This is an optimization exercise on Yosys and OpenROAD, whose aim is small area, not a production implementation.
The RTL was checked by simulation tests, not by an equivalence proof against the original design.
The clock port is modelled as an ideal driver; clocking choices that lean on that would not hold on a real chip.
Power figures rest on the tool's default switching activity, not on a simulated workload.

===== flow/design.v =====
module rbhe_scanner (
    input  wire        clk,
    input  wire        rst,
    input  wire        enter,       
    input  wire        consume,     
    input  wire [7:0]  byte_in,
    input  wire        exact,       
    input  wire [1:0]  stage,       
    output wire        matched,     
    output reg  [15:0] scan_count,
    output reg         diverged
);
    reg  [2:0] kst;
    reg  [7:0] m_cur;
    reg  [7:0] m_first;
    reg        last;
    always @(*) begin
        case (stage)
            2'd0: begin
                m_first = 8'h52;
                last    = (kst == 3'd7);
                case (kst)
                    3'd0: m_cur = 8'h52;
                    3'd1: m_cur = 8'h42;
                    3'd2: m_cur = 8'h49;
                    3'd3: m_cur = 8'h4E;
                    3'd4: m_cur = 8'h36;
                    3'd5: m_cur = 8'h34;
                    3'd6: m_cur = 8'h0D;
                    default: m_cur = 8'h0A;
                endcase
            end
            2'd1: begin
                m_first = 8'h03;
                last    = (kst[1:0] == 2'd2);
                m_cur   = 8'h03;
            end
            default: begin
                m_first = 8'h4F;
                last    = kst[0];
                m_cur   = kst[0] ? 8'h4B : 8'h4F;
            end
        endcase
    end
    wire eq = (byte_in == m_cur);
    assign matched = eq && last && !diverged;
    always @(posedge clk) begin
        if (rst || enter) begin
            scan_count <= 16'd0;
            diverged   <= 1'b0;
            kst        <= 3'd0;
        end else if (consume) begin
            if (scan_count != 16'hFFFF) scan_count <= scan_count + 16'd1;
            diverged <= diverged | (exact & !eq);
            kst      <= eq ? kst + 3'd1 : {2'b00, byte_in == m_first};
        end
    end
endmodule
module rbhe (
    input  wire        clk,
    input  wire        rst,
    input  wire        bus_en,
    input  wire        bus_we,
    input  wire [7:0]  bus_addr,
    input  wire [31:0] bus_wdata,
    output reg  [31:0] bus_rdata,
    input  wire        rx_valid,
    input  wire [7:0]  rx_data,
    input  wire        rx_err,
    output wire        rx_ready,
    output wire        tx_valid,
    output reg  [7:0]  tx_data,
    output wire        tx_flush,
    input  wire        tx_ready,
    input  wire        tx_drained,
    input  wire        tx_err,
    output wire        irq,
    output wire        link_owned,
    output wire        handoff
);
    localparam [31:0] PAYLOAD_CAP = 32'd64;
    localparam [31:0] ID_VALUE    = 32'h5242_4845;
    localparam [31:0] MARKER_INFO = 32'h0000_0238;
    localparam [2:0] S_INIT = 3'd0, S_READY = 3'd1, S_TRIGGER = 3'd2, S_SEND_LEN = 3'd3,
                     S_ACK  = 3'd4, S_SEND_BODY = 3'd5, S_DONE = 3'd6, S_ERROR = 3'd7;
    localparam [2:0] E_RX = 3'd1, E_TX = 3'd2, E_DEADLINE = 3'd3, E_CANCEL = 3'd4, E_TOO_LARGE = 3'd5;
    reg  [2:0]  state;
    reg         drain;
    reg  [2:0]  len_idx;
    reg  [6:0]  tx_count;       
    reg  [15:0] stage_cycles;
    reg  [2:0]  err_cause;      
    reg  [2:0]  err_state;
    reg  [2:0]  mode;
    reg  [31:0] payload_len;
    reg  [31:0] deadline;
    reg  [31:0] pmem_addr;
    reg  [5:0]  events;
    reg  [5:0]  irq_en;
    reg  [7:0]  pdata_hold;     
    wire        s_init = (state == S_INIT);
    wire        s_ready = (state == S_READY);
    wire        s_trig = (state == S_TRIGGER);
    wire        s_slen = (state == S_SEND_LEN);
    wire        s_ack = (state == S_ACK);
    wire        s_body = (state == S_SEND_BODY);
    wire        s_done = (state == S_DONE);
    wire        s_err = (state == S_ERROR);
    wire        active = !(s_init || s_done || s_err);
    wire        idle   = !active;
    wire        awaiting = s_ready || s_trig || s_ack;
    wire        sending  = s_slen || s_body;
    wire        bus_wr = bus_en && bus_we;
    wire        bus_rd = bus_en && !bus_we;
    wire        wr_ctrl     = bus_wr && (bus_addr == 8'h04);
    wire        wr_mode     = bus_wr && (bus_addr == 8'h0C);
    wire        wr_len      = bus_wr && (bus_addr == 8'h10);
    wire        wr_deadline = bus_wr && (bus_addr == 8'h14);
    wire        wr_paddr    = bus_wr && (bus_addr == 8'h18);
    wire        wr_pdata    = bus_wr && (bus_addr == 8'h1C);
    wire        wr_events   = bus_wr && (bus_addr == 8'h28);
    wire        wr_irq_en   = bus_wr && (bus_addr == 8'h2C);
    wire        cmd_start = wr_ctrl && bus_wdata[0] && s_init;
    wire        cmd_abort = wr_ctrl && bus_wdata[1] && active;
    wire        cmd_clear = wr_ctrl && bus_wdata[2] && (s_done || s_err);
    wire        too_large = (payload_len[31:7] != 25'd0) || (payload_len[6] && payload_len[5:0] != 6'd0);
    wire        deadline_hit = (deadline[31:16] == 16'd0) && (deadline[15:0] != 16'd0) &&
                               (stage_cycles == deadline[15:0]);
    wire        await_err_rx = awaiting && rx_err;
    wire        await_err_dl = awaiting && !rx_err && deadline_hit;
    wire        await_step   = awaiting && !cmd_abort && !rx_err && !deadline_hit;
    wire        consume      = await_step && rx_valid;
    wire [1:0]  stage_sel   = s_ready ? 2'd0 : s_trig ? 2'd1 : 2'd2;
    wire        stage_exact = s_ready ? mode[0] : s_trig ? mode[1] : mode[2];
    wire        scan_matched;
    wire [15:0] scan_count;
    wire        diverged;
    wire        stage_match = consume && scan_matched;
    wire        send_err  = sending && tx_err && !cmd_abort;
    wire        send_step = sending && !tx_err && !cmd_abort;
    wire        byte_acc  = send_step && !drain && tx_ready;
    wire        drained   = send_step && drain && tx_drained;
    wire        len_drained = drained && s_slen;
    wire        start_ok   = cmd_start && !too_large;
    wire        scan_enter = (stage_match && s_ready) || len_drained || cmd_clear;
    rbhe_scanner u_scanner (
        .clk        (clk),
        .rst        (rst),
        .enter      (scan_enter),
        .consume    (consume),
        .byte_in    (rx_data),
        .exact      (stage_exact),
        .stage      (stage_sel),
        .matched    (scan_matched),
        .scan_count (scan_count),
        .diverged   (diverged)
    );
    wire        raise_err = cmd_abort || await_err_rx || await_err_dl || send_err ||
                            (cmd_start && too_large);
    reg  [2:0]  raise_cause;
    always @(*) begin
        if (cmd_abort)                 raise_cause = E_CANCEL;
        else if (await_err_rx)         raise_cause = E_RX;
        else if (send_err)             raise_cause = E_TX;
        else if (await_err_dl)         raise_cause = E_DEADLINE;
        else                           raise_cause = E_TOO_LARGE;
    end
    wire [15:0] stage_cycles_inc = (stage_cycles == 16'hFFFF) ? stage_cycles : stage_cycles + 16'd1;
    always @(posedge clk) begin
        if (rst) begin
            state        <= S_INIT;
            drain        <= 1'b0;
            len_idx      <= 3'd0;
            tx_count     <= 7'd0;
            stage_cycles <= 16'd0;
            err_cause    <= 3'd0;
            err_state    <= 3'd0;
            mode         <= 3'd0;
            payload_len  <= 32'd0;
            deadline     <= 32'd0;
            pmem_addr    <= 32'd0;
            events       <= 6'd0;
            irq_en       <= 6'd0;
        end else begin
            if (wr_mode && idle)     mode        <= bus_wdata[2:0];
            if (wr_len && idle)      payload_len <= bus_wdata;
            if (wr_deadline && idle) deadline    <= bus_wdata;
            if (wr_paddr && idle)    pmem_addr   <= bus_wdata;
            if (wr_pdata && idle)    pmem_addr   <= pmem_addr + 32'd1;
            if (wr_irq_en)           irq_en      <= bus_wdata[5:0];
            events <= (wr_events ? (events & ~bus_wdata[5:0]) : events)
                    | {raise_err,
                       drained && s_body,
                       stage_match && s_ack,
                       len_drained,
                       stage_match && s_trig,
                       stage_match && s_ready};
            if (cmd_clear) begin
                state        <= S_INIT;
                err_cause    <= 3'd0;
                err_state    <= 3'd0;
                drain        <= 1'b0;
                len_idx      <= 3'd0;
                tx_count     <= 7'd0;
                stage_cycles <= 16'd0;
            end else if (raise_err) begin
                err_state <= state;
                err_cause <= raise_cause;
                state     <= S_ERROR;
                drain     <= 1'b0;
            end else if (start_ok) begin
                state        <= S_READY;
            end else if (await_step) begin
                if (stage_match) begin
                    stage_cycles <= s_ready ? 16'd0 : stage_cycles_inc;
                    if (s_ready)      state <= S_TRIGGER;
                    else if (s_trig)  state <= S_SEND_LEN;
                    else begin
                        state <= S_SEND_BODY;
                        drain <= (payload_len[6:0] == 7'd0);
                    end
                end else begin
                    stage_cycles <= stage_cycles_inc;
                end
            end else if (byte_acc) begin
                if (s_slen) begin
                    len_idx <= len_idx + 3'd1;
                    if (len_idx[1:0] == 2'd3) drain <= 1'b1;
                end else begin
                    tx_count <= tx_count + 7'd1;
                    if (tx_count + 7'd1 == payload_len[6:0]) drain <= 1'b1;
                end
            end else if (drained) begin
                drain <= 1'b0;
                if (s_slen) begin
                    state        <= S_ACK;
                    stage_cycles <= 16'd0;
                end else begin
                    state <= S_DONE;
                end
            end
        end
    end
    wire        paddr_in = (pmem_addr[31:6] == 26'd0);
    wire [5:0]  rd_addr  = idle ? pmem_addr[5:0] : tx_count[5:0];
    wire [7:0]  rd_byte;
    rbhe_pmem u_pmem (
        .clk   (clk),
        .we    (!rst && wr_pdata && idle && paddr_in),
        .addr  (rd_addr),
        .wdata (bus_wdata[7:0]),
        .rdata (rd_byte)
    );
    always @(posedge clk) begin
        if (idle) pdata_hold <= rd_byte;
    end
    wire [7:0]  pdata = idle ? rd_byte : pdata_hold;
    assign rx_ready   = awaiting;
    assign tx_valid   = sending && !drain;
    assign tx_flush   = sending && drain;
    assign irq        = |(events & irq_en);
    assign link_owned = active;
    assign handoff    = s_done;
    always @(*) begin
        if (s_slen && !drain) begin
            case (len_idx[1:0])
                2'd0: tx_data = payload_len[7:0];
                2'd1: tx_data = payload_len[15:8];
                2'd2: tx_data = payload_len[23:16];
                default: tx_data = payload_len[31:24];
            endcase
        end else if (s_body && !drain) begin
            tx_data = rd_byte;
        end else begin
            tx_data = 8'h00;
        end
    end
    wire [31:0] status = {13'd0, len_idx, 1'b0, err_state, 1'b0, err_cause, 2'b00,
                          drain, diverged, active, state};
    always @(*) begin
        bus_rdata = 32'd0;
        if (bus_rd) begin
            case (bus_addr)
                8'h00: bus_rdata = ID_VALUE;
                8'h08: bus_rdata = status;
                8'h0C: bus_rdata = {29'd0, mode};
                8'h10: bus_rdata = payload_len;
                8'h14: bus_rdata = deadline;
                8'h18: bus_rdata = pmem_addr;
                8'h1C: bus_rdata = paddr_in ? {24'd0, pdata} : 32'd0;
                8'h20: bus_rdata = {16'd0, scan_count};
                8'h24: bus_rdata = {25'd0, tx_count};
                8'h28: bus_rdata = {26'd0, events};
                8'h2C: bus_rdata = {26'd0, irq_en};
                8'h30: bus_rdata = PAYLOAD_CAP;
                8'h34: bus_rdata = MARKER_INFO;
                8'h38: bus_rdata = {16'd0, stage_cycles};
                default: bus_rdata = 32'd0;
            endcase
        end
    end
endmodule
module rbhe_pmem (
    input  wire       clk,
    input  wire       we,
    input  wire [5:0] addr,
    input  wire [7:0] wdata,
    output wire [7:0] rdata
);
    reg  [7:0] mem [0:63];
    wire [7:0] lo = 8'd1 << addr[2:0];
    wire [7:0] hi = 8'd1 << addr[5:3];
    genvar i, j, b;
    generate
        for (j = 0; j < 64; j = j + 1) begin : g_wr
            always @(posedge clk)
                if (we && hi[j/8] && lo[j%8]) mem[j] <= wdata;
        end
        for (b = 0; b < 8; b = b + 1) begin : g_bit
            wire [7:0] grp;
            for (j = 0; j < 8; j = j + 1) begin : g_grp
                wire [7:0] col;
                for (i = 0; i < 8; i = i + 1) begin : g_col
                    assign col[i] = mem[8*j+i][b];
                end
                rbhe_ao8 u_g (.s(lo), .d(col), .y(grp[j]));
            end
            rbhe_ao8 u_r (.s(hi), .d(grp), .y(rdata[b]));
        end
    endgenerate
endmodule
module rbhe_ao8 (
    input  wire [7:0] s,
    input  wire [7:0] d,
    output wire       y
);
    assign y = |(s & d);
endmodule

===== flow/flow/run.sh =====
#!/bin/bash
# Own layout flow: the standard flow (standard.sh, standard synthesis
# unchanged), with CTS without dummy loads and larger sink clusters, port
# buffers of the smallest buffer cell.
set -euo pipefail
export CTS_ARGS="-sink_clustering_enable -repair_clock_nets -sink_clustering_size 30 -sink_clustering_max_diameter 60 -buf_list sky130_fd_sc_hd__clkbuf_16 -dont_use_dummy_load"
export BUFFER_PORTS_ARGS="-buffer_cell sky130_fd_sc_hd__buf_1"
bash standard.sh > standard_make.log 2>&1

===== flow/standard.sh =====
#!/bin/bash
# synth_recipe.tcl (not shown) runs the flow's synth.tcl, then flattens the netlist and writes it again
# the make line also repeats each setting of config.mk as NAME=value (left out here)
make -C /OpenROAD-flow-scripts/flow DESIGN_CONFIG=/design/flow/config.mk WORK_HOME=/design/flow/orfs CLKGATE_MAP_FILE= SYNTH_SCRIPT=/design/flow/synth_recipe.tcl "${@:-finish}"

===== flow/config.mk =====
export PLATFORM = sky130hd
export DESIGN_NAME = rbhe
export DESIGN_NICKNAME = rbhe
export VERILOG_FILES = /design/flow/design.v
export SDC_FILE = /design/flow/constraint.sdc
export NUM_CORES = 4
export LEC_CHECK = 0
export CAP_MARGIN = 20
export CORE_MARGIN = 2
export CORE_UTILIZATION = 60
export PLACE_DENSITY = 0.7
export SLEW_MARGIN = 20
export SYNTH_HIERARCHICAL = 1
export SYNTH_MINIMUM_KEEP_SIZE = 0

===== flow/constraint.sdc =====
create_clock -name core_clock -period 10.0 [get_ports {clk}]
set_input_delay 2.0000 -clock core_clock [delete_from_list [all_inputs] [get_ports {clk}]]
set_output_delay 2.0000 -clock core_clock [all_outputs]
set_load 0.01 [all_outputs]

==> results of run 1 <==
-- Yosys stat by module (local to each module, per instance) --
module | times used | flops+latches | area (um^2) | cells
rbhe | 1 | 155 | 9200 | 1232
rbhe_ao8 | 72 | 0 | 36.3 | 5
rbhe_scanner | 1 | 20 | 1380 | 171
rbhe_pmem | 1 | 512 | 15900 | 624
-- how the worst min path moves through the flow --
stage | start | endpoint
floorplan | deadline[26] | deadline[26]
CTS | deadline[31] | deadline[31]
global route | pdata_hold[0] | pdata_hold[0]
detailed placement | pdata_hold[4] | pdata_hold[4]
global placement | deadline[31] | deadline[31]
finish | deadline[31] | deadline[31]
-- state kept, by name, indices dropped and copies added, names as in the netlist, 3 cells and up --
name / flops
deadline: 32
len_idx: 3
u_scanner.scan_count: 16
stage_cycles: 16
payload_len: 32
pdata_hold: 8
irq_en: 6
err_state: 3
tx_count: 7
state: 3
u_scanner.kst: 3
pmem_addr: 32
events: 6
mode: 3
err_cause: 3
u_pmem.mem: 512
-- metal layers --
layer	track usage	routed length, um	vias up
met5	0	0	-
met4	0.134	3650	0
met3	0.0720	10600	243
met2	0.524	39600	1569
met1	0.490	33800	10700
li1	-	-	9531
-- cell families (layout without fill, tap and decap cells) --
logic type               after synthesis  count (layout)  synth area share
XOR/XNOR                              47              47            0.0141
adder cells (fa/ha/maj)               14              14           0.00601
multiplexers                          24              24           0.00885
buffers and inverters                149             216            0.0220
flip-flops                           687             687             0.648
AO/OA/AOI/OAI                        701             701             0.168
AND/OR/NAND/NOR                      765             765             0.134
-- through the flow --
step / hold slack [ns] / std cells
final: 0.473 / 3069
after global routing: 0.487 / 3069
after CTS: 0.474 / 3066
after detailed placement: 0.463 / 3024
after global placement: 0.456 / 3024
after floorplan: 0.449 / 2387
-- layout make-up --
cell class,count,share of cell area
multi-input combinational,1551,0.310
inverter,33,0.00397
tap,615,0.0247
clock buffer,42,0.0337
sequential,687,0.605
timing repair buffer,141,0.0221
-- layout by cell type (no fill, tap or decap), drive strengths merged, types with 5 or more instances in the layout --
cell type  netlist  routed
a21oi          149     149
or3b             5       5
nand2          247     247
nand4           96      96
o22ai           12      12
dfxtp          175     175
a22o            12      12
nor2           177     177
and2            13      13
nand4b           6       6
and3            17      17
nand2b           8       8
a31oi           30      30
a221oi           9       9
a211oi          23      23
a222oi          26      26
a22oi          334     334
nor3b           11      11
a41oi            7       7
nand3           52      52
nor4            36      36
ha              14      14
nand3b           8       8
edfxtp         512     512
or3              9       9
nor2b            7       7
and4            14      14
xnor2           33      33
nor3            38      38
or2              5       5
o21ai           58      58
inv             33      33
clkbuf          71      51
mux2i           10      10
a311oi          10      10
buf             45     132
mux2            14      14
xor2            14      14
-- worst max-delay path: cells and delay by family (launching register included) --
kind	cells	cell delay (ns)
AND/OR/NAND/NOR	6	2.08
buffers and inverters	3	1.59
AO/OA/AOI/OAI	3	0.68
multiplexers	2	0.67
flip-flops	1	0.62
-- power breakdown --
part           switching, mW  internal, mW  total [mW]  leakage (nW)
Clock                  0.877         0.747        1.62         0.518
Combinational          0.356         0.171       0.527          2.59
Sequential            0.0457          3.09        3.14          6.01
Total                   1.28          4.01        5.29          9.12
==> flow_metrics.env, run 1 <==
export IMPL_yosys_area_top_type="edfxtp_1"
export IMPL_fin_util=0.652
export IMPL_synthCells=2387
export IMPL_synth_edf_count=512
export IMPL_critPathMaxFanout=35
export IMPL_cts_tree="yes"
export IMPL_r2r_cells=11
export IMPL_critPathArrivalTime_ns=6.25
export IMPL_multi_input_area_um2=9680
export IMPL_final_antenna_net_count=0
export IMPL_ys_top_cells_by_count="512 x edfxtp_1, 334 x a22oi_1, 245 x nand2_1"
export IMPL_die_h_um=224
export IMPL_grt_antenna_before_repair=0
export IMPL_fmax_ghz=0.121
export IMPL_antenna_cells=0
export IMPL_post_route_drc_count=0
export IMPL_synth_area_um2=29100
export IMPL_grt_max_degree=75
export IMPL_drv_cap=0
export IMPL_vias=22000
export IMPL_crit_end="bus_rdata[7]"
export IMPL_cts_resized=0
export IMPL_start_util=0.609
export IMPL_die_x_um=224
export IMPL_stdcell_area_um2=31200
export IMPL_startpoint="state[0]"
export IMPL_rr_startpoint="state[0]"
export IMPL_rsz0062_at_grt="no"
export IMPL_synth_ff_type="edfxtp_1"
export IMPL_drt_iter0_drc=3371
export IMPL_dieArea_um2=50300
export IMPL_crit_chain="nor3_1, nor2_2, mux2_2, nand3b_1, inv_2, buf_4, a22oi_1, nand4_1, a22oi_1, nand4_1, mux2_2, nand2_1, a31oi_1, buf_1"
export IMPL_syn_nets=2458
export IMPL_clockRootBuffer="clkbuf_16"
export IMPL_hp_class="reg2reg"
export IMPL_clock_path_buffers=3
export IMPL_io_buffer_count=102
export IMPL_min_period_ns=8.25
export IMPL_synth_async_reset_ratio=0
export IMPL_hold_path_depth=2
export IMPL_yosysWarnings=10
export IMPL_reg2reg_to="pdata_hold[4]"
export IMPL_wl_per_cell_um=28.6
export IMPL_power_total_mw=5.29
export IMPL_post_synth_top_count_cell="edfxtp_1"
export IMPL_r2r_slack_ns=4.68
export IMPL_cts_sinks=687
export IMPL_dp_hpwl_um=58100
export IMPL_ys_seq_area_frac=0.648
export IMPL_coreArea_um2=47800
export IMPL_peakVddDrop_mv=0.105
export IMPL_rows=80
export IMPL_final_nets=2527
export IMPL_regArea_um2=18900
export IMPL_grt_pass1_vias=20300
export IMPL_slew_headroom=0.166
export IMPL_finalSetupViolCount=0
export IMPL_outcome="timing/DRC/antenna clean"
export IMPL_p_per_area_nw_per_um2=170
export IMPL_tritoncts_num_buffers=42
export IMPL_start_kind="register"
export IMPL_yosysUniqueCellTypes=81
export IMPL_grt_pass1_wl_um=129000
export IMPL_num_fill_cells=3648
export IMPL_path_clk_slew_ns=0.07
export IMPL_vias_per_cell=7.18
export IMPL_leakagePower_nw=9.12
export IMPL_cts_setup_buffers=0
export IMPL_worstSetupPathType="reg2out"
export IMPL_dr_pass1_iters=10
export IMPL_finalClockSkew_ns=0.0605
export IMPL_clock_latency_ns=0.62
export IMPL_max_stage_delay_ns=0.81
export IMPL_cp_end_kind="output pin"
export IMPL_drive_above_1_share=0.0660
export IMPL_cp_slowest_cell="inv_2"
export IMPL_synth_top_cell_area_share=0.528
export IMPL_place_area_um2=30100
export IMPL_setup_slack_ns=1.75
export IMPL_area_growth_pct=7.05
export IMPL_cts_hold_buf=0
export IMPL_gp_congestion=0.970
export IMPL_postSynthAreaPerCell_um2=12.2
export IMPL_grt_ovfl_total=0
export IMPL_required_ns=8.00
export IMPL_io_pins=103
export IMPL_postRouteWirelength_um=87700
export IMPL_preCtsSetupSlack_ns=2.58
export IMPL_yosys_top_cells_area="edfxtp_1 53%, dfxtp_1 12%, a22oi_1 8.6%"
export IMPL_ys_seq_elements=687
export IMPL_grt_use_total=0.344
export IMPL_htreeDepth=2
export IMPL_final_hold_viol_count=0
export IMPL_worst_slew_pin_slew_ns=1.25
export IMPL_final_setup_tns_ns=0
export IMPL_slew_viol_final=0
export IMPL_fin_crit_sh=0.825
==> run 2, diff against run 1 <==
==> flow/flow/run.sh (replaced) <==
#!/bin/bash
# Own layout flow: the standard flow (standard.sh, standard synthesis
# unchanged) with these changes:
#  - CTS with larger sink clusters and without dummy loads, then clock
#    buffers shrunk where flip-flop clock slews allow (flow/post_cts.tcl);
#  - port buffers of the smallest buffer cell.
# The make output goes to standard_make.log; ORFS writes each step's log
# under orfs/logs/.
set -euo pipefail
here=$(pwd)
export CTS_ARGS="-sink_clustering_enable -repair_clock_nets -sink_clustering_size 30 -sink_clustering_max_diameter 60 -buf_list sky130_fd_sc_hd__clkbuf_16 -dont_use_dummy_load"
export POST_CTS_TCL="$here/flow/post_cts.tcl"
export BUFFER_PORTS_ARGS="-buffer_cell sky130_fd_sc_hd__buf_1"
bash standard.sh > standard_make.log 2>&1
==> flow/flow/downsize_clk.tcl (new file) <==
# Downsize clock tree buffers to the smallest clkbuf that keeps the slew at
# every pin the buffer drives within a target; a buffer that cannot stay
# within it keeps its cell.
proc my_clk_pin_slew {pins} {
  set worst 0
  foreach pin $pins {
    foreach s [list [get_property $pin slew_max_rise] [get_property $pin slew_max_fall]] {
      if {$s > $worst} { set worst $s }
    }
  }
  return $worst
}
proc downsize_clock_buffers {limit_ns cands} {
  set n 0
  set saved 0.0
  set bufs {}
  foreach inst [get_cells *] {
    set m [get_property $inst ref_name]
    if {[string match "sky130_fd_sc_hd__clkbuf_*" $m]} {
      set out [get_pins -of_objects $inst -filter "direction == output"]
      set net [get_nets -of_objects $out]
      # only buffers on the clock network
      set is_clk 0
      foreach p [get_pins -of_objects $net -filter "direction == input"] {
        if {[get_property $p is_clock]} { set is_clk 1; break }
      }
      if {$is_clk} { lappend bufs $inst }
    }
  }
  set ffpins [get_pins -hierarchical */CLK]
  foreach inst $bufs {
    set orig [get_property $inst ref_name]
    set out [get_pins -of_objects $inst -filter "direction == output"]
    set net [get_nets -of_objects $out]
    set loads [get_pins -of_objects $net -filter "direction == input"]
    set in_net [get_nets -of_objects [get_pins -of_objects $inst -filter "direction == input"]]
    set up_loads [get_pins -of_objects $in_net -filter "direction == input"]
    set chosen $orig
    foreach c $cands {
      if {$c eq $orig} { break }
      set lc [lindex [get_lib_cells */$c] 0]
      if {[get_property $lc area] >= [get_property [lindex [get_lib_cells */$orig] 0] area]} { continue }
      replace_cell $inst $lc
      estimate_parasitics -placement
      set w [my_clk_pin_slew $ffpins]
      if {$w <= $limit_ns} { set chosen $c; break }
    }
    if {$chosen ne [get_property $inst ref_name]} {
      replace_cell $inst [lindex [get_lib_cells */$chosen] 0]
    }
    if {$chosen ne $orig} {
      incr n
      set saved [expr {$saved + [get_property [lindex [get_lib_cells */$orig] 0] area] - [get_property [lindex [get_lib_cells */$chosen] 0] area]}]
    }
  }
  estimate_parasitics -placement
  puts "downsize_clock_buffers: $n of [llength $bufs] buffers downsized, [format %.1f $saved] um2 saved"
}
==> flow/flow/post_cts.tcl (new file) <==
source [file join [file dirname [info script]] downsize_clk.tcl]
estimate_parasitics -placement
downsize_clock_buffers 0.110 {sky130_fd_sc_hd__clkbuf_2 sky130_fd_sc_hd__clkbuf_4 sky130_fd_sc_hd__clkbuf_8 sky130_fd_sc_hd__clkbuf_16}
detailed_placement
check_placement -verbose
estimate_parasitics -placement
--- a/flow/config.mk
+++ b/flow/config.mk
@@ -8,6 +8,6 @@
 export CAP_MARGIN = 20
 export CORE_MARGIN = 2
-export CORE_UTILIZATION = 60
-export PLACE_DENSITY = 0.7
+export CORE_UTILIZATION = 40
+export PLACE_DENSITY = 0.6
 export SLEW_MARGIN = 20
 export SYNTH_HIERARCHICAL = 1
==> flow_metrics.env, run 2 <==
export IMPL_hp_class="reg2reg"
export IMPL_crit_chain="nor3_1, nor2_2, buf_4, mux2_2, nand3b_1, inv_2, buf_4, a22oi_1, nand4_1, a22oi_1, nand4_1, mux2_2, a21oi_1, a31oi_1, buf_1"
export IMPL_drv_cap=0
export IMPL_synth_async_reset_ratio=0
export IMPL_cp_end_kind="output pin"
export IMPL_vias=21200
export IMPL_worstSetupPathType="reg2out"
export IMPL_synth_top_cell_area_share=0.528
export IMPL_final_hold_viol_count=0
export IMPL_max_stage_delay_ns=0.67
export IMPL_clock_latency_ns=0.58
export IMPL_rsz0062_at_grt="no"
export IMPL_post_route_drc_count=0
export IMPL_grt_pass1_vias=20500
export IMPL_start_util=0.405
export IMPL_fmax_ghz=0.128
export IMPL_wl_per_cell_um=25.5
export IMPL_rows=98
export IMPL_start_kind="register"
export IMPL_vias_per_cell=6.22
export IMPL_leakagePower_nw=9.02
export IMPL_synth_ff_type="edfxtp_1"
export IMPL_grt_pass1_wl_um=130000
export IMPL_area_growth_pct=7.67
export IMPL_finalClockSkew_ns=0.0759
export IMPL_fin_crit_sh=0.780
export IMPL_io_pins=103
export IMPL_p_per_area_nw_per_um2=162
export IMPL_power_internal_mw=3.83
export IMPL_final_antenna_net_count=0
export IMPL_cts_sinks=687
export IMPL_largest_reg_flops=512
export IMPL_synthCells=2387
export IMPL_num_fill_cells=6737
export IMPL_top_register="u_pmem.mem"
export IMPL_outcome="timing/DRC/antenna clean"
export IMPL_cp_slowest_cell="inv_2"
export IMPL_io_buffer_count=102
export IMPL_gp_congestion=0.943
export IMPL_final_common_cell="edfxtp_1"
export IMPL_syn_nets=2458
export IMPL_final_setup_tns_ns=0
export IMPL_worst_slew_pin_slew_ns=1.17
export IMPL_ys_top_cells_by_count="512 x edfxtp_1, 334 x a22oi_1, 245 x nand2_1"
export IMPL_power_total_mw=5.09
export IMPL_postRouteWirelength_um=86900
export IMPL_yosys_area_top_type="edfxtp_1"
export IMPL_grt_use_total=0.228
export IMPL_yosys_top_cells_area="edfxtp_1 53%, dfxtp_1 12%, a22oi_1 8.6%"
export IMPL_dr_pass1_iters=9
export IMPL_coreArea_um2=71900
export IMPL_place_area_um2=30500
export IMPL_required_ns=8.00
export IMPL_stdcell_area_um2=31400
export IMPL_grt_ovfl_total=0
export IMPL_synth_edf_count=512
export IMPL_grt_antenna_before_repair=0
export IMPL_finalSetupViolCount=0
export IMPL_antenna_cells=0
export IMPL_ys_seq_area_frac=0.648
export IMPL_swShare=0.248
export IMPL_post_synth_top_count_cell="edfxtp_1"
export IMPL_die_h_um=274
export IMPL_peakVddDrop_mv=0.134
export IMPL_cts_tree="yes"
export IMPL_min_period_ns=7.80
export IMPL_slew_viol_final=0
export IMPL_drt_iter0_drc=2467
export IMPL_ys_seq_elements=687
export IMPL_layout_common_cells="512 x edfxtp_1, 334 x a22oi_1, 244 x nand2_1"
export IMPL_critPathMaxFanout=40
export IMPL_path_clk_slew_ns=0.09
export IMPL_combPwrFrac=0.105
export IMPL_die_x_um=274
export IMPL_power_switching_mw=1.26
export IMPL_dp_hpwl_um=57800
export IMPL_final_nets=2530
export IMPL_slew_headroom=0.218
export IMPL_synth_area_um2=29100
export IMPL_yosysWarnings=10
export IMPL_postSynthAreaPerCell_um2=12.2
export IMPL_critPathArrivalTime_ns=5.80
export IMPL_grt_max_degree=75
export IMPL_seqPwrFrac=0.615
export IMPL_drive_above_1_share=0.0680
export IMPL_clkPwrFrac=0.280
export IMPL_yosysUniqueCellTypes=81
export IMPL_dieArea_um2=75000
[run 2: power groups by stage]
stage / sequential, mW / combinational, mW / clock [mW]
global route: 3.14 / 0.578 / 1.56
detailed placement: 3.20 / 0.519 / 0
floorplan: 3.17 / 0.359 / 0
global placement: 3.19 / 0.508 / 0
finish: 3.13 / 0.534 / 1.43
[run 2: metrics by stage]
step	setup WS [ns]	utilization	cells	hold WS, ns
finish	2.20	0.437	3407	0.483
global route	1.90	0.437	3407	0.501
detailed placement	2.94	0.425	3361	0.463
floorplan	3.70	-	2387	0.449
global placement	2.83	0.425	3361	0.461
[run 2: metal layers]
layer / track usage / vias to the layer above / wire length, um
li1: - / 9520 / -
met1: 0.305 / 10500 / 35500
met2: 0.375 / 1019 / 41200
met3: 0.0394 / 183 / 7140
met4: 0.0788 / 0 / 3130
met5: 0 / - / 0
[run 2: cell type report]
cell class,count,area (um^2),area share
Clock buffer,45,821,0.0262
Inverter,33,124,0.00395
Multi-Input combinational cell,1551,9670,0.308
Sequential cell,687,18900,0.602
Tap cell,950,1190,0.0379
Timing Repair Buffer,141,693,0.0221
[run 2: Yosys stat by module, one instance, submodules excluded]
| module | times used | cells inside | area (um^2) |
|---|---|---|---|
| rbhe | 1 | 1232 | 9200 |
| rbhe_ao8 | 72 | 5 | 36.3 |
| rbhe_pmem | 1 | 624 | 15900 |
| rbhe_scanner | 1 | 171 | 1380 |
[run 2: final timing paths]
check	slack, ns	endpoint	from	depth (start not counted)
worst max-delay path	2.20	bus_rdata[3]	state[0]	15
worst min-delay path	0.48	pdata_hold[3]	pdata_hold[3]	1
worst max register to register	4.71	u_scanner.diverged	state[0]	14
worst min register to register	0.48	pdata_hold[3]	pdata_hold[3]	1
[run 2: critical path, delay by kind of cell, from the launching register on]
kind	cells	cell delay, ns
AOI/OAI and AO/OA	4	0.77
and+or+nand+nor	5	1.40
buffers and inverters	4	1.71
muxes	2	0.66
DFF	1	0.61
[run 2: cells by family after synthesis]
kind of cell / count (synthesis) / share of synthesized area
AND/OR/NAND/NOR: 765 / 0.134
AO/OA/AOI/OAI: 701 / 0.168
flip-flops: 687 / 0.648
buffers and inverters: 149 / 0.0220
XOR/XNOR: 47 / 0.0141
multiplexers: 24 / 0.00885
adder cells (fa/ha/maj): 14 / 0.00601
==> run 3, diff against run 2 <==
--- a/flow/flow/downsize_clk.tcl
+++ b/flow/flow/downsize_clk.tcl
@@ -1,4 +1,4 @@
-# Downsize clock tree buffers to the smallest clkbuf that keeps the slew at
-# every pin the buffer drives within a target; a buffer that cannot stay
+# Downsize clock tree buffers to the smallest clkbuf that keeps the worst slew
+# at any flip-flop clock pin within a target; a buffer that cannot stay
 # within it keeps its cell.
 proc my_clk_pin_slew {pins} {
==> flow_metrics.env, run 3 <==
export IMPL_worst_slew_pin_slew_ns=1.17
export IMPL_synth_edf_count=512
export IMPL_synth_top_cell_area_share=0.528
export IMPL_vias_per_cell=6.22
export IMPL_post_synth_top_count_cell="edfxtp_1"
export IMPL_die_x_um=274
export IMPL_regArea_um2=18900
export IMPL_leakagePower_nw=9.02
export IMPL_yosysUniqueCellTypes=81
export IMPL_rows=98
export IMPL_postRouteWirelength_um=86900
export IMPL_final_hold_viol_count=0
export IMPL_yosysWarnings=10
export IMPL_grt_ovfl_total=0
export IMPL_vias=21200
export IMPL_post_route_drc_count=0
export IMPL_io_buffer_count=102
export IMPL_synth_simple_gate_area_frac=0.134
export IMPL_required_ns=8.00
export IMPL_ys_top_cells_by_count="512 x edfxtp_1, 334 x a22oi_1, 245 x nand2_1"
export IMPL_r2r_cells=14
export IMPL_peakVddDrop_mv=0.134
export IMPL_syn_nets=2458
export IMPL_fin_util=0.437
export IMPL_yosys_top_cells_area="edfxtp_1 53%, dfxtp_1 12%, a22oi_1 8.6%"
export IMPL_io_pins=103
export IMPL_largest_reg_flops=512
export IMPL_grt_antenna_before_repair=0
export IMPL_wl_per_cell_um=25.5
export IMPL_synthXorXnorAreaFrac=0.0141
export IMPL_critPathArrivalTime_ns=5.80
export IMPL_grt_max_degree=75
export IMPL_p_per_area_nw_per_um2=162
export IMPL_path_clk_slew_ns=0.09
export IMPL_finalSetupViolCount=0
export IMPL_grt_use_total=0.228
export IMPL_synth_async_reset_ratio=0
export IMPL_dp_cells=3361
export IMPL_dieArea_um2=75000
export IMPL_slew_viol_final=0
export IMPL_dr_pass1_iters=9
export IMPL_min_period_ns=7.80
export IMPL_dp_hpwl_um=57800
export IMPL_r2r_slack_ns=4.71
export IMPL_yosys_area_top_type="edfxtp_1"
export IMPL_synthAdderAreaFrac=0.00601
export IMPL_num_fill_cells=6737
export IMPL_final_nets=2530
export IMPL_cts_tree="yes"
export IMPL_finalClockSkew_ns=0.0759
export IMPL_ys_seq_area_frac=0.648
export IMPL_drt_iter0_drc=2467
export IMPL_final_antenna_net_count=0
export IMPL_critPathMaxFanout=40
export IMPL_multi_input_area_um2=9670
export IMPL_drv_cap=0
export IMPL_synth_ff_type="edfxtp_1"
export IMPL_start_util=0.405
export IMPL_layout_common_cells="512 x edfxtp_1, 334 x a22oi_1, 244 x nand2_1"
export IMPL_hold_path_depth=1
export IMPL_start_kind="register"
export IMPL_clock_latency_ns=0.58
export IMPL_final_setup_tns_ns=0
export IMPL_drive_above_1_share=0.0680
export IMPL_cp_end_kind="output pin"
export IMPL_postSynthAreaPerCell_um2=12.2
export IMPL_ys_seq_elements=687
export IMPL_area_growth_pct=7.67
export IMPL_rsz0062_at_grt="no"
export IMPL_grt_pass1_wl_um=130000
export IMPL_grt_pass1_vias=20500
export IMPL_muxShareOfSynthArea=0.00885
export IMPL_cts_sinks=687
export IMPL_worstSetupPathType="reg2out"
export IMPL_gp_congestion=0.943
export IMPL_synth_top_family_by_area="compound AO/OA/AOI/OAI gates"
export IMPL_outcome="timing/DRC/antenna clean"
export IMPL_top_register="u_pmem.mem"
export IMPL_die_h_um=274
export IMPL_final_common_cell="edfxtp_1"
export IMPL_synth_compound_area_frac=0.168
export IMPL_slew_headroom=0.218
export IMPL_fmax_ghz=0.128
export IMPL_synth_area_um2=29100
export IMPL_coreArea_um2=71900
export IMPL_fin_crit_sh=0.780
export IMPL_stdcell_count=3407
export IMPL_antenna_cells=0
export IMPL_hp_class="reg2reg"
export IMPL_synthCells=2387
run 3: cell counts after synthesis:
No cell type changed its count.
run 3: layout make-up:
cell class / count / area share
flip-flops and latches: 687 / 0.602
multi-input cells: 1551 / 0.308
well taps: 950 / 0.0379
clock buffers: 45 / 0.0262
repair buffers: 141 / 0.0221
inverters: 33 / 0.00395
run 3: routing by layer:
metal / up-vias / GRT usage / wire (um)
li1: 9520 / - / -
met1: 10500 / 0.305 / 35500
met2: 1019 / 0.375 / 41200
met3: 183 / 0.0394 / 7140
met4: 0 / 0.0788 / 3130
met5: - / 0 / 0
run 3: critical path, stage by stage, from the launching register on:
cell and delay, ns:
dfxtp_1 0.61, nor3_1 0.17, nor2_2 0.10, buf_4 0.29, mux2_2 0.43, nand3b_1 0.60, inv_2 0.67, buf_4 0.55
a22oi_1 0.17, nand4_1 0.18, a22oi_1 0.15, nand4_1 0.35, mux2_2 0.23, a21oi_1 0.07, a31oi_1 0.38, buf_1 0.20
run 3: stage by stage:
stage               hold slack (ns)  cell area, um^2  worst slack (ns)  power (mW)
floorplan                     0.449            29100              3.70        3.53
global placement              0.461            30500              2.83        3.70
detailed placement            0.463            30500              2.94        3.72
global route                  0.501            31400              1.90        5.27
finish                        0.483            31400              2.20        5.09
run 3: cell families (layout without fill, tap and decap cells):
kind of cell,after synthesis,count (layout)
AO/OA/AOI/OAI,701,701
flip-flops,687,687
XOR/XNOR,47,47
multiplexers,24,24
AND/OR/NAND/NOR,765,765
adder cells (fa/ha/maj),14,14
buffers and inverters,149,219
run 3: power by group:
part	internal (mW)	switching, mW	leakage, nW
clock	0.568	0.860	0.418
combinational	0.173	0.361	2.59
sequential	3.09	0.0430	6.01
total	3.83	1.26	9.02
run 3: per-module statistics from Yosys (local to each module, per instance):
| module | area [um^2] | flops+latches | copies in the design | cells inside |
|---|---|---|---|---|
| rbhe_scanner | 1380 | 20 | 1 | 171 |
| rbhe_pmem | 15900 | 512 | 1 | 624 |
| rbhe_ao8 | 36.3 | 0 | 72 | 5 |
| rbhe | 9200 | 155 | 1 | 1232 |
run 3: final timing paths:
| kind | from | endpoint |
|---|---|---|
| min reg2reg | pdata_hold[3] | pdata_hold[3] |
| max | state[0] | bus_rdata[3] |
| max reg2reg | state[0] | u_scanner.diverged |
| min | pdata_hold[3] | pdata_hold[3] |
==> run 4, diff against run 3 <==
--- a/flow/flow/run.sh
+++ b/flow/flow/run.sh
@@ -3,5 +3,6 @@
 # unchanged) with these changes:
 #  - CTS with larger sink clusters and without dummy loads, then clock
-#    buffers shrunk where flip-flop clock slews allow (flow/post_cts.tcl);
+#    buffers shrunk where flip-flop clock slews allow, and logic cells shrunk
+#    where slews and slacks allow (flow/post_cts.tcl);
 #  - port buffers of the smallest buffer cell.
 # The make output goes to standard_make.log; ORFS writes each step's log
==> flow/flow/downsize_logic.tcl (new file) <==
# Downsize logic cells to a smaller drive strength of the same function when
# the pins they drive keep a slew within a target, no max-slew or max-cap
# violation appears, and the worst setup and hold slacks stay above margins.
proc my_net_load_slew {net} {
  set worst 0
  foreach pin [get_pins -of_objects $net -filter "direction == input"] {
    foreach s [list [get_property $pin slew_max_rise] [get_property $pin slew_max_fall]] {
      if {$s > $worst} { set worst $s }
    }
  }
  return $worst
}
proc downsize_logic_cells {slew_limit setup_margin hold_margin} {
  set n 0
  set saved 0.0
  set slew0 [sta::max_slew_violation_count]
  set cap0 [sta::max_capacitance_violation_count]
  foreach inst [get_cells *] {
    set ref [get_property $inst ref_name]
    if {![regexp {^(sky130_fd_sc_hd__[a-z0-9]+)_([0-9]+)$} $ref -> base drive]} { continue }
    if {[regexp {(df|dl|clk|tap|fill|decap|conb|probe|lpflow|ha$|fa$)} $base]} { continue }
    set cur [lindex [get_lib_cells */$ref] 0]
    set cur_area [get_property $cur area]
    set cands {}
    foreach lc [get_lib_cells */${base}_*] {
      set nm [get_name $lc]
      if {![regexp {^[a-z0-9_]+_([0-9]+)$} $nm]} { continue }
      set a [get_property $lc area]
      if {$a < $cur_area && ![string match "*lpflow*" $nm]} { lappend cands [list $a $lc] }
    }
    if {$cands eq {}} { continue }
    set outs [get_pins -of_objects $inst -filter "direction == output"]
    set onet [get_nets -of_objects $outs]
    foreach c [lsort -real -index 0 $cands] {
      set lc [lindex $c 1]
      replace_cell $inst $lc
      set ok 1
      if {[my_net_load_slew $onet] > $slew_limit} { set ok 0 }
      if {$ok && [sta::max_slew_violation_count] > $slew0} { set ok 0 }
      if {$ok && [sta::max_capacitance_violation_count] > $cap0} { set ok 0 }
      if {$ok && [worst_slack -max] < $setup_margin} { set ok 0 }
      if {$ok && [worst_slack -min] < $hold_margin} { set ok 0 }
      if {$ok} {
        incr n
        set saved [expr {$saved + $cur_area - [lindex $c 0]}]
        break
      }
      replace_cell $inst $cur
    }
  }
  puts "downsize_logic_cells: $n cells downsized, [format %.1f $saved] um2 saved"
}
==> flow/flow/post_cts.tcl (replaced) <==
source [file join [file dirname [info script]] downsize_clk.tcl]
source [file join [file dirname [info script]] downsize_logic.tcl]
estimate_parasitics -placement
downsize_clock_buffers 0.110 {sky130_fd_sc_hd__clkbuf_2 sky130_fd_sc_hd__clkbuf_4 sky130_fd_sc_hd__clkbuf_8 sky130_fd_sc_hd__clkbuf_16}
downsize_logic_cells 0.8 0.5 0.1
detailed_placement
check_placement -verbose
estimate_parasitics -placement
==> flow_metrics.env, run 4 <==
export IMPL_slew_viol_final=0
export IMPL_vias=21200
export IMPL_num_fill_cells=6783
export IMPL_holdPathEnd="pdata_hold[3]"
export IMPL_postSynthAreaPerCell_um2=12.2
export IMPL_drive_above_1_share=0.0549
export IMPL_finalClockSkew_ns=0.0753
export IMPL_drv_cap=0
export IMPL_synth_ff_type="edfxtp_1"
export IMPL_syn_nets=2458
export IMPL_drt_iter0_drc=2616
export IMPL_p_per_area_nw_per_um2=163
export IMPL_dr_pass1_iters=8
export IMPL_yosys_area_top_type="edfxtp_1"
export IMPL_clock_latency_ns=0.57
export IMPL_final_common_cell="edfxtp_1"
export IMPL_yosysWarnings=10
export IMPL_cp_num_buf_inv=5
export IMPL_rsz0062_at_grt="no"
export IMPL_vias_per_cell=6.21
export IMPL_fmax_ghz=0.121
export IMPL_grt_max_degree=75
export IMPL_synthCells=2387
export IMPL_cp_slowest_cell="buf_1"
export IMPL_worst_slew_pin_slew_ns=1.16
export IMPL_ys_top_cells_by_count="512 x edfxtp_1, 334 x a22oi_1, 245 x nand2_1"
export IMPL_whs_ns=0.483
export IMPL_path_clk_slew_ns=0.09
export IMPL_layout_common_cells="512 x edfxtp_1, 334 x a22oi_1, 245 x nand2_1"
export IMPL_finalSetupViolCount=0
export IMPL_reg2reg_to="u_scanner.diverged"
export IMPL_grt_ovfl_total=0
export IMPL_stdcell_count=3407
export IMPL_postRouteWirelength_um=87100
export IMPL_swShare=0.248
export IMPL_largest_reg_flops=512
export IMPL_seqPwrFrac=0.617
export IMPL_final_antenna_net_count=0
export IMPL_top_register="u_pmem.mem"
export IMPL_min_period_ns=8.27
export IMPL_critPathMaxFanout=48
export IMPL_worstHoldStart="pdata_hold[3]"
export IMPL_rr_startpoint="state[0]"
export IMPL_ys_seq_area_frac=0.648
export IMPL_power_internal_mw=3.82
export IMPL_final_nets=2530
export IMPL_post_route_drc_count=0
export IMPL_final_setup_tns_ns=0
export IMPL_power_total_mw=5.08
export IMPL_combPwrFrac=0.101
export IMPL_yosys_top_cells_area="edfxtp_1 53%, dfxtp_1 12%, a22oi_1 8.6%"
export IMPL_area_growth_pct=6.97
export IMPL_start_util=0.405
export IMPL_dp_hpwl_um=57800
export IMPL_grt_use_total=0.228
export IMPL_fin_crit_sh=0.827
export IMPL_antenna_cells=0
export IMPL_power_switching_mw=1.26
export IMPL_hp_class="reg2reg"
export IMPL_clkPwrFrac=0.282
export IMPL_cts_tree="yes"
export IMPL_critPathArrivalTime_ns=6.27
export IMPL_outcome="timing/DRC/antenna clean"
export IMPL_multi_input_area_um2=9530
export IMPL_ys_seq_elements=687
export IMPL_worstSetupPathType="reg2out"
export IMPL_final_hold_viol_count=0
export IMPL_hold_path_depth=1
export IMPL_coreArea_um2=71900
export IMPL_synth_area_um2=29100
export IMPL_required_ns=8.00
export IMPL_io_pins=103
export IMPL_dieArea_um2=75000
export IMPL_leakagePower_nw=8.95
export IMPL_r2r_cells=14
export IMPL_rows=98
export IMPL_dp_cells=3361
export IMPL_cts_sinks=687
export IMPL_die_x_um=274
export IMPL_wl_per_cell_um=25.6
export IMPL_cp_end_kind="output pin"
export IMPL_peakVddDrop_mv=0.134
export IMPL_crit_chain="nor3_1, nor2_1, buf_2, mux2_2, nand3b_1, buf_1, inv_2, buf_4, a22oi_1, nand4_1, a22oi_1, nand4_1, mux2_2, a21oi_1, nor2_1, buf_1"
export IMPL_path_delay_family="buffers and inverters"
export IMPL_synth_top_cell_area_share=0.528
export IMPL_synth_edf_count=512
export IMPL_post_synth_top_count_cell="edfxtp_1"
export IMPL_synth_async_reset_ratio=0
export IMPL_yosysUniqueCellTypes=81
export IMPL_gp_congestion=0.943
export IMPL_slew_headroom=0.227
export IMPL_grt_pass1_vias=20500
export IMPL_die_h_um=274
export IMPL_r2r_slack_ns=4.17
export IMPL_grt_antenna_before_repair=0
export IMPL_grt_pass1_wl_um=130000
export IMPL_regArea_um2=18900
export IMPL_io_buffer_count=102
export IMPL_start_kind="register"
export IMPL_max_stage_delay_ns=0.70
run 4: cell counts after synthesis:
Identical to the previous run, type by type.
run 4: worst max-delay path by stage:
stage	start	end	slack, ns	depth (start not counted)
after global routing	state[0]	bus_rdata[6]	1.39	16
after detailed placement	state[0]	bus_rdata[6]	2.94	15
after global placement	bus_addr[1]	bus_rdata[5]	2.83	10
final	state[0]	bus_rdata[6]	1.73	16
after floorplan	state[2]	bus_rdata[3]	3.70	17
run 4: worst reg2reg max path, delay by kind of cell, from the launching register on:
family	cells	cell delay, ns
AND/OR/NAND/NOR	12	4.82
XOR/XNOR	1	0.10
AO/OA/AOI/OAI	1	0.22
flip-flops	1	0.60
run 4: power by group through the flow:
stage                     clock (mW)  combinational [mW]  sequential (mW)
after floorplan                    0               0.359             3.17
after global placement             0               0.508             3.19
after detailed placement           0               0.519             3.20
after global routing            1.56               0.560             3.14
final                           1.43               0.515             3.13
run 4: area by class of cell:
| type | instances | area share |
|---|---|---|
| flip-flops and latches | 687 | 0.606 |
| clock buffers | 45 | 0.0263 |
| inverters | 33 | 0.00397 |
| multi-input cells | 1551 | 0.306 |
| repair buffers | 141 | 0.0201 |
| well taps | 950 | 0.0381 |
run 4: stage by stage:
step | util | cell area (um^2) | worst slack (ns)
2_1_floorplan | - | 29100 | 3.70
3_3_place_gp | 0.425 | 30500 | 2.83
3_5_place_dp | 0.425 | 30500 | 2.94
5_1_grt | 0.434 | 31200 | 1.39
6_report | 0.434 | 31200 | 1.73
run 4: modules after synthesis (local to each module, per instance):
module,copies in the design,flops+latches,cell area [um^2]
rbhe,1,155,9200
rbhe_pmem,1,512,15900
rbhe_ao8,72,0,36.3
rbhe_scanner,1,20,1380
run 4: kinds of logic (layout without fill, tap and decap cells):
| logic type | after synthesis | count (layout) | synth area share |
|---|---|---|---|
| flip-flops | 687 | 687 | 0.648 |
| XOR/XNOR | 47 | 47 | 0.0141 |
| adder cells (fa/ha/maj) | 14 | 14 | 0.00601 |
| buffers and inverters | 149 | 219 | 0.0220 |
| AND/OR/NAND/NOR | 765 | 765 | 0.134 |
| AO/OA/AOI/OAI | 701 | 701 | 0.168 |
| multiplexers | 24 | 24 | 0.00885 |
run 4: per-layer routing:
metal	global-route usage	share of wire
met5	0	0
met4	0.0772	0.034
met3	0.0391	0.082
met2	0.375	0.47
met1	0.306	0.41
==> run 5, diff against run 4 <==
==> flow/flow/post_cts.tcl (replaced) <==
source [file join [file dirname [info script]] downsize_clk.tcl]
source [file join [file dirname [info script]] downsize_logic.tcl]
estimate_parasitics -placement
downsize_clock_buffers 0.120 {sky130_fd_sc_hd__clkbuf_2 sky130_fd_sc_hd__clkbuf_4 sky130_fd_sc_hd__clkbuf_8 sky130_fd_sc_hd__clkbuf_16}
downsize_logic_cells 0.8 0.5 0.1
detailed_placement
check_placement -verbose
estimate_parasitics -placement
--- a/flow/config.mk
+++ b/flow/config.mk
@@ -8,6 +8,6 @@
 export CAP_MARGIN = 20
 export CORE_MARGIN = 2
-export CORE_UTILIZATION = 40
-export PLACE_DENSITY = 0.6
+export CORE_UTILIZATION = 60
+export PLACE_DENSITY = 0.7
 export SLEW_MARGIN = 20
 export SYNTH_HIERARCHICAL = 1
==> flow_metrics.env, run 5 <==
export IMPL_grt_antenna_before_repair=0
export IMPL_synthCells=2387
export IMPL_leakagePower_nw=8.91
export IMPL_crit_chain="nor3_1, nor2_2, mux2_2, or3_1, inv_2, buf_2, a22oi_1, nand4_1, a22oi_1, nand4_1, mux2_2, nand2_1, a31oi_1, buf_1"
export IMPL_synth_edf_count=512
export IMPL_min_period_ns=8.43
export IMPL_layout_common_cells="512 x edfxtp_1, 334 x a22oi_1, 245 x nand2_1"
export IMPL_r2r_slack_ns=4.24
export IMPL_final_setup_tns_ns=0
export IMPL_yosys_area_top_type="edfxtp_1"
export IMPL_final_hold_viol_count=0
export IMPL_cp_slowest_cell="nor2_2"
export IMPL_syn_nets=2458
export IMPL_largest_reg_flops=512
export IMPL_finalSetupViolCount=0
export IMPL_coreArea_um2=47800
export IMPL_final_antenna_net_count=0
export IMPL_yosys_top_cells_area="edfxtp_1 53%, dfxtp_1 12%, a22oi_1 8.6%"
export IMPL_cts_tree="yes"
export IMPL_critPathArrivalTime_ns=6.43
export IMPL_antenna_cells=0
export IMPL_top_register="u_pmem.mem"
export IMPL_dr_pass1_iters=7
export IMPL_drv_cap=0
export IMPL_post_route_drc_count=0
export IMPL_synth_ff_type="edfxtp_1"
export IMPL_regArea_um2=18900
export IMPL_yosysWarnings=10
export IMPL_worst_slew_pin_slew_ns=1.24
export IMPL_outcome="timing/DRC/antenna clean"
export IMPL_cp_depth=14
export IMPL_place_area_um2=30100
export IMPL_worstSetupPathType="reg2out"
export IMPL_cp_num_buf_inv=3
export IMPL_drt_iter0_drc=3599
export IMPL_grt_pass1_vias=20300
export IMPL_stdcell_area_um2=30700
export IMPL_required_ns=8.00
export IMPL_vias=22000
export IMPL_hold_path_depth=2
export IMPL_path_delay_family="simple AND/OR/NAND/NOR gates"
export IMPL_postSynthAreaPerCell_um2=12.2
export IMPL_grt_pass1_wl_um=129000
export IMPL_io_pins=103
export IMPL_hp_class="reg2reg"
export IMPL_wl_per_cell_um=28.5
export IMPL_rows=80
export IMPL_grt_ovfl_total=0
export IMPL_dieArea_um2=50300
export IMPL_r2r_cells=15
export IMPL_vias_per_cell=7.16
export IMPL_cts_sinks=687
export IMPL_rsz0062_at_grt="no"
export IMPL_yosysUniqueCellTypes=81
export IMPL_num_fill_cells=3723
export IMPL_start_kind="register"
export IMPL_postRouteWirelength_um=87600
export IMPL_synth_area_um2=29100
export IMPL_cp_end_kind="output pin"
export IMPL_final_common_cell="edfxtp_1"
export IMPL_critPathMaxFanout=37
export IMPL_drive_above_1_share=0.0530
export IMPL_fmax_ghz=0.119
export IMPL_ys_seq_area_frac=0.648
export IMPL_slew_headroom=0.171
export IMPL_final_nets=2527
export IMPL_finalClockSkew_ns=0.0393
export IMPL_post_synth_top_count_cell="edfxtp_1"
export IMPL_whs_ns=0.477
export IMPL_area_growth_pct=5.35
export IMPL_start_util=0.609
export IMPL_io_buffer_count=102
export IMPL_synth_async_reset_ratio=0
export IMPL_grt_use_total=0.344
export IMPL_path_clk_slew_ns=0.09
export IMPL_power_total_mw=5.02
export IMPL_clock_latency_ns=0.60
export IMPL_p_per_area_nw_per_um2=164
export IMPL_die_h_um=224
export IMPL_ys_top_cells_by_count="512 x edfxtp_1, 334 x a22oi_1, 245 x nand2_1"
export IMPL_grt_max_degree=75
export IMPL_fin_crit_sh=0.843
export IMPL_dp_hpwl_um=58100
export IMPL_multi_input_area_um2=9550
export IMPL_ys_seq_elements=687
export IMPL_max_stage_delay_ns=0.75
export IMPL_die_x_um=224
export IMPL_peakVddDrop_mv=0.0943
export IMPL_synth_top_cell_area_share=0.528
export IMPL_slew_viol_final=0
export IMPL_gp_congestion=0.970
==> run 5: kinds of logic after synthesis <==
logic type | Yosys count | share of synthesized area
fa+ha+maj | 14 | 0.00601
buf+inv | 149 | 0.0220
simple gates | 765 | 0.134
flops | 687 | 0.648
compound gates | 701 | 0.168
xor+xnor | 47 | 0.0141
mux | 24 | 0.00885
==> run 5: routing by layer <==
metal	global-route usage	up-vias	wire length, um
li1	-	9511	-
met1	0.490	10700	34100
met2	0.525	1546	39600
met3	0.0720	230	10400
met4	0.133	0	3520
met5	0	-	0
==> run 5: where the power goes <==
| group | leakage (nW) | switching [mW] | internal, mW |
|---|---|---|---|
| logic | 2.52 | 0.348 | 0.164 |
| clock network | 0.384 | 0.847 | 0.526 |
| registers | 6.01 | 0.0455 | 3.09 |
| total | 8.91 | 1.24 | 3.78 |
==> run 5: modules after synthesis, one instance, submodules excluded <==
| module | cell area, um^2 | flops+latches | cells inside |
|---|---|---|---|
| rbhe_ao8 | 36.3 | 0 | 5 |
| rbhe_scanner | 1380 | 20 | 171 |
| rbhe | 9200 | 155 | 1232 |
| rbhe_pmem | 15900 | 512 | 624 |
==> run 5: worst min-delay path: cells and delay by family, from the launching register on <==
family           cells  cell delay, ns
flip-flops           1            0.33
AND/OR/NAND/NOR      1            0.05
AO/OA/AOI/OAI        1            0.05
==> run 5: final cells by class <==
class	count	area share
Tap cell	615	0.0251
Clock buffer	42	0.0246
Inverter	33	0.00404
Timing Repair Buffer	141	0.0204
Sequential cell	687	0.615
Multi-Input combinational cell	1551	0.311
==> run 5: worst paths after layout <==
check                from            endpoint
max reg2reg      state[1]  u_scanner.diverged
min reg2reg  deadline[31]        deadline[31]
min          deadline[31]        deadline[31]
max              state[0]        bus_rdata[7]
==> run 5: metrics by stage <==
step           std cells  utilization  setup slack, ns
2_1_floorplan       2387            -             3.70
3_3_place_gp        3024        0.629             2.59
3_5_place_dp        3024        0.629             2.58
5_1_grt             3069        0.642             1.36
6_report            3069        0.642             1.57
==> run 6, diff against run 5 <==
--- a/flow/flow/run.sh
+++ b/flow/flow/run.sh
@@ -10,5 +10,5 @@
 set -euo pipefail
 here=$(pwd)
-export CTS_ARGS="-sink_clustering_enable -repair_clock_nets -sink_clustering_size 30 -sink_clustering_max_diameter 60 -buf_list sky130_fd_sc_hd__clkbuf_16 -dont_use_dummy_load"
+export CTS_ARGS="-sink_clustering_enable -repair_clock_nets -sink_clustering_size 35 -sink_clustering_max_diameter 70 -buf_list sky130_fd_sc_hd__clkbuf_16 -dont_use_dummy_load"
 export POST_CTS_TCL="$here/flow/post_cts.tcl"
 export BUFFER_PORTS_ARGS="-buffer_cell sky130_fd_sc_hd__buf_1"
==> flow_metrics.env, run 6 <==
export IMPL_rows=80
export IMPL_postRouteWirelength_um=87500
export IMPL_layout_common_cells="512 x edfxtp_1, 334 x a22oi_1, 245 x nand2_1"
export IMPL_ys_seq_area_frac=0.648
export IMPL_ys_seq_elements=687
export IMPL_holdPathEnd="deadline[31]"
export IMPL_outcome="timing/DRC/antenna clean"
export IMPL_min_period_ns=8.40
export IMPL_finalClockSkew_ns=0.0392
export IMPL_fmax_ghz=0.119
export IMPL_drv_cap=0
export IMPL_start_util=0.609
export IMPL_critPathMaxFanout=37
export IMPL_area_growth_pct=5.27
export IMPL_worstSetupPathType="reg2out"
export IMPL_final_common_cell="edfxtp_1"
export IMPL_final_setup_tns_ns=0
export IMPL_p_per_area_nw_per_um2=163
export IMPL_top_register="u_pmem.mem"
export IMPL_final_hold_viol_count=0
export IMPL_dr_pass1_iters=7
export IMPL_synth_top_cell_area_share=0.528
export IMPL_gp_congestion=0.970
export IMPL_rsz0062_at_grt="no"
export IMPL_dr_wl_met3_um=11100
export IMPL_power_total_mw=5.00
export IMPL_synth_edf_count=512
export IMPL_largest_reg_flops=512
export IMPL_cts_sinks=687
export IMPL_synth_ff_type="edfxtp_1"
export IMPL_wl_per_cell_um=28.6
export IMPL_die_x_um=224
export IMPL_yosysWarnings=10
export IMPL_final_nets=2520
export IMPL_yosys_top_cells_area="edfxtp_1 53%, dfxtp_1 12%, a22oi_1 8.6%"
export IMPL_dp_cells=3024
export IMPL_dp_hpwl_um=58100
export IMPL_slew_viol_final=0
export IMPL_stdcell_count=3062
export IMPL_synth_async_reset_ratio=0
export IMPL_coreArea_um2=47800
export IMPL_top_layer="met4"
export IMPL_drive_above_1_share=0.0503
export IMPL_rr_startpoint="state[1]"
export IMPL_postSynthAreaPerCell_um2=12.2
export IMPL_ys_top_cells_by_count="512 x edfxtp_1, 334 x a22oi_1, 245 x nand2_1"
export IMPL_grt_antenna_before_repair=0
export IMPL_yosysUniqueCellTypes=81
export IMPL_drt_iter0_drc=3651
export IMPL_leakagePower_nw=8.89
export IMPL_grt_pass1_wl_um=129000
export IMPL_start_kind="register"
export IMPL_fin_crit_sh=0.840
export IMPL_die_h_um=224
export IMPL_wl_met1_um=33500
export IMPL_vias_per_cell=7.17
export IMPL_post_route_drc_count=0
export IMPL_worst_slew_pin_slew_ns=1.26
export IMPL_path_clk_slew_ns=0.10
export IMPL_peakVddDrop_mv=0.0986
export IMPL_required_ns=8.00
export IMPL_antenna_cells=0
export IMPL_critPathArrivalTime_ns=6.40
export IMPL_grt_max_degree=75
export IMPL_synth_area_um2=29100
export IMPL_grt_use_total=0.343
export IMPL_finalSetupViolCount=0
export IMPL_grt_pass1_vias=20300
export IMPL_reg2reg_to="u_scanner.diverged"
export IMPL_yosys_area_top_type="edfxtp_1"
export IMPL_grt_ovfl_total=0
export IMPL_vias=22000
export IMPL_preCtsSetupSlack_ns=2.58
export IMPL_io_buffer_count=102
export IMPL_slew_headroom=0.158
export IMPL_post_synth_top_count_cell="edfxtp_1"
export IMPL_worstHoldStart="deadline[31]"
export IMPL_synthCells=2387
export IMPL_r2r_cells=15
export IMPL_final_antenna_net_count=0
export IMPL_syn_nets=2458
export IMPL_hp_class="reg2reg"
export IMPL_io_pins=103
export IMPL_hold_path_depth=2
export IMPL_cts_tree="yes"
export IMPL_dieArea_um2=50300
export IMPL_whs_ns=0.479
export IMPL_clock_latency_ns=0.58
export IMPL_cp_end_kind="output pin"
export IMPL_r2r_slack_ns=4.21
export IMPL_setup_slack_ns=1.60
export IMPL_route_met2_wl_um=39700
## run 6: cell counts after synthesis
Identical to the previous run, type by type.
## run 6: worst max-delay path by stage
stage | start | endpoint | cells past startpoint
after floorplan | state[2] | bus_rdata[3] | 17
final | state[0] | bus_rdata[7] | 14
after detailed placement | state[0] | bus_rdata[0] | 14
after global routing | state[0] | bus_rdata[0] | 14
after global placement | state[0] | bus_rdata[5] | 14
## run 6: logic make-up (layout without fill, tap and decap cells)
family / Yosys count / in the layout / synth area share
compound gates: 701 / 701 / 0.168
xor+xnor: 47 / 47 / 0.0141
fa+ha+maj: 14 / 14 / 0.00601
buf+inv: 149 / 209 / 0.0220
flops: 687 / 687 / 0.648
mux: 24 / 24 / 0.00885
simple gates: 765 / 765 / 0.134
## run 6: metrics by stage
step           instance area (um^2)   util
6_report                      30700  0.641
5_1_grt                       30700  0.641
3_5_place_dp                  30100  0.629
3_3_place_gp                  30100  0.629
2_1_floorplan                 29100      -
## run 6: layout make-up
cell class / instances / area (um^2)
repair buffers: 140 / 618
inverters: 33 / 124
flip-flops and latches: 687 / 18900
well taps: 615 / 769
clock buffers: 36 / 737
multi-input cells: 1551 / 9550
fillers: 3705 / 17200
## run 6: per-module statistics from Yosys (local to each module, per instance)
module	area, um^2	cells	flops+latches	times used
rbhe_scanner	1380	171	20	1
rbhe	9200	1232	155	1
rbhe_pmem	15900	624	512	1
rbhe_ao8	36.3	5	0	72
## run 6: metal layers
metal	GRT usage	vias to the layer above
met2	0.527	1577
met1	0.484	10700
met5	0	-
met4	0.116	0
li1	-	9499
met3	0.0824	216
## run 6: critical path, stage by stage, from the launching register on
cell and delay, ns:
dfxtp_1 0.62, nor3_1 0.18, nor2_2 0.73, mux2_2 0.47, or3_1 0.67, inv_2 0.76
buf_2 0.74, a22oi_1 0.27, nand4_1 0.15, a22oi_1 0.15, nand4_1 0.22, mux2_2 0.19
nand2_1 0.10, a31oi_1 0.33, buf_1 0.21
## run 6: where the power goes
part / switching [mW] / total, mW / leakage, nW / internal [mW]
clock: 0.834 / 1.36 / 0.369 / 0.522
combinational: 0.348 / 0.512 / 2.51 / 0.164
sequential: 0.0453 / 3.14 / 6.01 / 3.09

## static timing again, ports no longer ideal
How much do the figures lean on ideal ports? The routed layouts below were timed once more, with nothing changed but the port constraints.
Step 1: set_driving_cell puts a clkbuf_16 on clk and a buf_2 on each other input, an assumption about the parent block.
Step 2 also shifts input and output timing later by t, the mid clock arrival at the registers, as if the neighbouring blocks saw the same clock.
a / b / c = ideal ports / drivers / drivers and shift; a / b = the first two.
| run | shift t [ns] | setup slack, ns | latest minus earliest clock arrival (ns) | worst data-port slew with drivers (ns) |
|---|---|---|---|---|
| run 1 | 0.657 | 1.749 / 1.684 / 2.341 | 0.061 / 0.060 | 0.05 |
| run 2 | 0.621 | 2.198 / 2.131 / 2.752 | 0.108 / 0.109 | 0.07 |
| run 3 | 0.621 | 2.198 / 2.131 / 2.752 | 0.108 / 0.109 | 0.07 |
| run 4 | 0.623 | 1.729 / 1.662 / 2.284 | 0.112 / 0.113 | 0.07 |
| run 5 | 0.639 | 1.569 / 1.507 / 2.146 | 0.041 / 0.041 | 0.05 |
| run 6 | 0.625 | 1.598 / 1.537 / 2.162 | 0.040 / 0.039 | 0.05 |
After both steps every run listed still meets setup and hold.
